Context: an optimization exercise on an open-source flow, tuned for small area. The choices shown serve that exercise and are no tape-out recipe.
In this exercise RTL edits were held to simulation tests only and were not proved equivalent to the original.
The clock port is modelled as an ideal driver, which makes a skipped or thinned clock tree look cheaper than it is; a real chip needs a root buffer or a tree.
No activity file was given, so power comes from the tool's default toggle rates.

build 47:
## sdes12_engine
module sdes12_engine (
    input  wire        clk,
    input  wire        rst,
    input  wire        cmd_valid,
    input  wire [31:0] cmd,
    output wire        cmd_ready,
    output wire [31:0] status,
    output wire [11:0] result
);
    localparam [3:0] S_FIN  = 4'h0;    
    localparam [3:0] S_KG   = 4'h1;    
    localparam [3:0] S_EW   = 4'h2;    
    localparam [3:0] S_DW   = 4'h3;    
    localparam [3:0] S_WR   = 4'h4;    
    localparam [3:0] S_IRD  = 4'h5;    
    localparam [3:0] S_SBE  = 4'h6;    
    localparam [3:0] S_SBS  = 4'h7;    
    localparam [3:0] S_IRF  = 4'h8;    
    localparam [3:0] S_IRN  = 4'h9;    
    localparam [3:0] S_SW   = 4'hA;    
    localparam [3:0] S_DR   = 4'hB;    
    function [7:0] expand;
        input [5:0] h;
        expand = {h[5], h[4], h[2], h[3], h[2], h[3], h[1], h[0]};
    endfunction
    function [2:0] s1;
        input [3:0] j;
        case (j)
            4'd0:  s1 = 3'd5;  4'd1:  s1 = 3'd2;  4'd2:  s1 = 3'd1;  4'd3:  s1 = 3'd6;
            4'd4:  s1 = 3'd3;  4'd5:  s1 = 3'd4;  4'd6:  s1 = 3'd7;  4'd7:  s1 = 3'd0;
  ...
Size: roughly 450 cells after synthesis, about 120 flip-flops, ~80 I/O pins, roughly 4600 µm² of cells after synthesis.
clock: 10.0 ns
lec_check: 0
cap_margin: 20
core_margin: 2
core_utilization: 70
slew_margin: 20
standard.sh (not shown) runs the stock make flow with config.mk's settings and CLKGATE_MAP_FILE= SYNTH_SCRIPT=/design/flow/synth_recipe.tcl, a recipe that flattens the netlist after the stock synthesis.
==> flow/flow/run.sh <==
#!/bin/bash
# Own layout flow: the standard ORFS flow (standard.sh) with these
# layout choices changed:
#  - synthesis: the ABC mapping step uses an area script (flow/area.abc),
#    run once per seed in MY_ABC_SEEDS keeping the smallest result, and no
#    adder extraction; everything else, including the registers, is
#    the standard synthesis (synth_recipe.tcl);
#  - port buffers use the smallest buffer cell (buf_1);
#  - clock tree: a one-level tree of MCTS_GROUPS buf_12 buffers, each
#    driving a placement cluster of flip-flops (flow/manual_cts.tcl),
#    instead of TritonCTS's H-tree;
#  - one tie cell drives all constant outputs (no per-port tie copies);
#  - timing-driven global placement does not keep its trial buffering
#    (GPL_KEEP_OVERFLOW=0); repair_design still fixes real slew/cap limits.
# Every tool's output goes to the ORFS logs under orfs/logs and to
# flow_make.log in the work folder.
set -euo pipefail
W=$(pwd)
F=$W/flow
{ cat "$F/abc_override.tcl"; cat "$W/synth_recipe.tcl"; } > "$W/own_synth.tcl"
export MY_ABC_SCRIPT=$F/area.abc
export MY_ABC_SEEDS="1 2 3 4 5 6 7 8"
export ADDER_MAP_FILE=
export SKIP_REPAIR_TIE_FANOUT=1
export GPL_KEEP_OVERFLOW=0
export BUFFER_PORTS_ARGS="-buffer_cell sky130_fd_sc_hd__buf_1"
export PRE_CTS_TCL=$F/manual_cts.tcl
export MCTS_GROUPS=4 MCTS_BUF=sky130_fd_sc_hd__buf_12 MCTS_CLK=clk MCTS_ROOT=
sed "s#SYNTH_SCRIPT=[^ ]*#SYNTH_SCRIPT=$W/own_synth.tcl#" "$W/standard.sh" > "$W/own_standard.sh"
bash "$W/own_standard.sh" > "$W/flow_make.log" 2>&1
==> flow/flow/area.abc <==
strash
&get -n
&deepsyn -T 75 -S SEED
&nf -R 1000 -p -F 8 -A 4
&put
==> flow/flow/manual_cts.tcl <==
# Pre-CTS hook: replace TritonCTS with a one-level clock tree. The clock
# sinks are split into MCTS_GROUPS groups of about equal size by recursive
# median cuts of their placement, and each group gets its own clock buffer
# (MCTS_BUF) placed at the group's centroid, driven from the clock port or,
# when MCTS_ROOT names a cell, from one root buffer of that cell.
proc mcts_split {pins n axis} {
  if {$n <= 1 || [llength $pins] < 2} { return [list $pins] }
  set keyed {}
  foreach p $pins {
    set loc [[sta::sta_to_db_pin $p] getAvgXY]
    lappend keyed [list [lindex $loc [expr {$axis + 1}]] $p]
  }
  set keyed [lsort -integer -index 0 $keyed]
  set half [expr {$n / 2}]
  set cut [expr {([llength $keyed] * $half) / $n}]
  set a {}; set b {}
  set i 0
  foreach kp $keyed {
    if {$i < $cut} { lappend a [lindex $kp 1] } else { lappend b [lindex $kp 1] }
    incr i
  }
  set na [expr {1 - $axis}]
  return [concat [mcts_split $a $half $na] [mcts_split $b [expr {$n - $half}] $na]]
}

proc clock_tree_synthesis {args} {
  set ngroups $::env(MCTS_GROUPS)
  set buf $::env(MCTS_BUF)
  set clk_net [get_nets $::env(MCTS_CLK)]
  set sinks {}
  foreach p [get_pins -of_objects $clk_net] {
    if {[get_property $p direction] == "input"} { lappend sinks $p }
  }
  puts "manual CTS: [llength $sinks] sinks, $ngroups groups of $buf"
  set groups [mcts_split $sinks $ngroups 0]
  set gi 0
  foreach g $groups {
    set sx 0; set sy 0
    foreach p $g {
      set loc [[sta::sta_to_db_pin $p] getAvgXY]
      set sx [expr {$sx + [lindex $loc 1]}]
      set sy [expr {$sy + [lindex $loc 2]}]
    }
    set dbu [[ord::get_db_block] getDbUnitsPerMicron]
    set cx [expr {double($sx) / [llength $g] / $dbu}]
    set cy [expr {double($sy) / [llength $g] / $dbu}]
    puts "manual CTS: group $gi: [llength $g] sinks at ($cx, $cy)"
    insert_buffer -buffer_cell $buf -net $clk_net -load_pins $g \
      -location [list $cx $cy] -buffer_name mcts_buf_$gi -net_name mcts_clk_$gi
    incr gi
  }
  if {[info exists ::env(MCTS_ROOT)] && $::env(MCTS_ROOT) != ""} {
    # one root buffer between the clock port and the group buffers
    set loads {}
    set sx 0; set sy 0
    foreach p [get_pins -of_objects $clk_net] {
      if {[get_property $p direction] != "input"} { continue }
      lappend loads $p
      set loc [[sta::sta_to_db_pin $p] getAvgXY]
      set sx [expr {$sx + [lindex $loc 1]}]
      set sy [expr {$sy + [lindex $loc 2]}]
    }
    set dbu [[ord::get_db_block] getDbUnitsPerMicron]
    set cx [expr {double($sx) / [llength $loads] / $dbu}]
    set cy [expr {double($sy) / [llength $loads] / $dbu}]
    puts "manual CTS: root $::env(MCTS_ROOT) at ($cx, $cy)"
    insert_buffer -buffer_cell $::env(MCTS_ROOT) -net $clk_net -load_pins $loads \
      -location [list $cx $cy] -buffer_name mcts_root -net_name mcts_clk_root
  }
}
Other scripts of this flow, unchanged in this note and not shown: flow/flow/abc_override.tcl
Input changes introduced in build 83 (baseline for comparison: build 47):
diff --git a/flow/flow/run.sh b/flow/flow/run.sh
--- a/flow/flow/run.sh
+++ b/flow/flow/run.sh
@@ -9 +9 @@
-#  - clock tree: a one-level tree of MCTS_GROUPS buf_12 buffers, each
+#  - clock tree: a one-level tree of MCTS_GROUPS clkbuf_16 buffers, each
@@ -12,3 +12 @@
-#  - one tie cell drives all constant outputs (no per-port tie copies);
-#  - timing-driven global placement does not keep its trial buffering
-#    (GPL_KEEP_OVERFLOW=0); repair_design still fixes real slew/cap limits.
+#  - one tie cell drives all constant outputs (no per-port tie copies).
@@ -22 +20 @@
-export MY_ABC_SEEDS="1 2 3 4 5 6 7 8"
+export MY_ABC_SEEDS="1 2 3 4"
@@ -25 +22,0 @@
-export GPL_KEEP_OVERFLOW=0
@@ -28 +25 @@
-export MCTS_GROUPS=4 MCTS_BUF=sky130_fd_sc_hd__buf_12 MCTS_CLK=clk MCTS_ROOT=
+export MCTS_GROUPS=4 MCTS_BUF=sky130_fd_sc_hd__clkbuf_16 MCTS_CLK=clk MCTS_ROOT=
==> flow/flow/area.abc <==
strash
&get -n
&deepsyn -T 100 -S SEED
&nf -R 1000 -p -F 8 -A 4
&put
==> comparison <==
Build 83 ended up with simple AND/OR/NAND/NOR gates as its combinational family with the most area after synthesis; build 47 ended up with compound AO/OA/AOI/OAI gates.
Taking build 47 as the reference, in build 83 sequential cell count about even, fraction of area in registers went down, internal cell power climbed about 2.4%.
Build 83 went all the way through synthesis, placement and routing and the layout is clean on timing, DRC and antenna.
The inputs of build 4 differ from those of build 83 as listed below.
diff --git a/flow/flow/run.sh b/flow/flow/run.sh
--- a/flow/flow/run.sh
+++ b/flow/flow/run.sh
@@ -9 +9 @@
-#  - clock tree: a one-level tree of MCTS_GROUPS clkbuf_16 buffers, each
+#  - clock tree: a one-level tree of MCTS_GROUPS buf_12 buffers, each
@@ -12 +12,3 @@
-#  - one tie cell drives all constant outputs (no per-port tie copies).
+#  - one tie cell drives all constant outputs (no per-port tie copies);
+#  - timing-driven global placement does not keep its trial buffering
+#    (GPL_KEEP_OVERFLOW=0); repair_design still fixes real slew/cap limits.
@@ -20 +22 @@
-export MY_ABC_SEEDS="1 2 3 4"
+export MY_ABC_SEEDS="1 2 3 4 5 6 7 8 9 10 11 12 13 14 15 16"
@@ -22,0 +25 @@
+export GPL_KEEP_OVERFLOW=0
@@ -25 +28 @@
-export MCTS_GROUPS=4 MCTS_BUF=sky130_fd_sc_hd__clkbuf_16 MCTS_CLK=clk MCTS_ROOT=
+export MCTS_GROUPS=4 MCTS_BUF=sky130_fd_sc_hd__buf_12 MCTS_CLK=clk MCTS_ROOT=
==> flow/flow/area.abc <==
strash
&get -n
&deepsyn -T 55 -S SEED
&nf -R 1000 -p -F 8 -A 4
&put
==> comparison <==
Critical path buffer and inverter count across build 83 and build 4: no real change. Diff build 83 -> build 4: setup slack went down; arrival time of data at the critical path endpoint grew by 190 ps. Looking at start point of the critical path, the cmd[26] result is from build 83; the cmd[25] one comes from build 4.
The inputs of build 11 differ from those of build 4 as listed below.
diff --git a/flow/flow/run.sh b/flow/flow/run.sh
--- a/flow/flow/run.sh
+++ b/flow/flow/run.sh
@@ -9 +9 @@
-#  - clock tree: a one-level tree of MCTS_GROUPS buf_12 buffers, each
+#  - clock tree: a one-level tree of MCTS_GROUPS clkbuf_16 buffers, each
@@ -22 +22 @@
-export MY_ABC_SEEDS="1 2 3 4 5 6 7 8 9 10 11 12 13 14 15 16"
+export MY_ABC_SEEDS="1 2 3 4 5 6 7 8"
@@ -28 +28 @@
-export MCTS_GROUPS=4 MCTS_BUF=sky130_fd_sc_hd__buf_12 MCTS_CLK=clk MCTS_ROOT=
+export MCTS_GROUPS=4 MCTS_BUF=sky130_fd_sc_hd__clkbuf_16 MCTS_CLK=clk MCTS_ROOT=
==> flow/flow/area.abc <==
strash
&get -n
&deepsyn -T 60 -S SEED
&nf -R 1000 -p -F 8 -A 4
&put
Notes after the runs:
| area of all placed cells without fillers | build 11 vs build 4 | about 0.5% higher |
Looking only at final cell count, and setting everything else aside, the higher value of build 11 and build 4 goes to build 11.
Delta(minimum setup slack after placement, build 11 - build 4) < 0
~same final cycle utilization of the critical path in build 11 and build 4
Delta(power, build 11 - build 4) > 0
Summary: with build 4 as the reference, synthesized area divided by synthesized cell count in build 11 moved down slightly.
In every run of this note, the design's own scripts or RTL, not TritonCTS, make the clock network.

==> static timing again, ports no longer ideal <==
The results above use ideal ports. As a check the final layouts listed here were re-extracted and re-timed, cells and wires unchanged.
Step 1: set_driving_cell puts a clkbuf_16 on clk and a buf_2 on each other input, an assumption about the parent block.
Step 2, shift: input delay + t, output delay - t, t = (earliest + latest rising clock arrival at the registers) / 2. This alone moves slack from input paths to output paths.
Slacks: ideal ports / drivers / drivers and shift; pairs: ideal ports / drivers.
run | shift t [ns] | slack for setup (ns) | latest minus earliest clock arrival (ns)
build 47 | 0.228 | 4.637 / 4.704 / 4.475 | 0.019 / 0.019
build 83 | 0.245 | 4.345 / 4.406 / 4.161 | 0.013 / 0.013
build 4 | 0.230 | 4.130 / 4.197 / 3.967 | 0.014 / 0.014
build 11 | 0.249 | 4.130 / 4.191 / 3.942 | 0.016 / 0.016
After both steps every run listed still meets setup and hold. For build 11, which loses most, drivers alone change the setup slack by +0.061 ns; drivers and shift together by -0.188 ns.
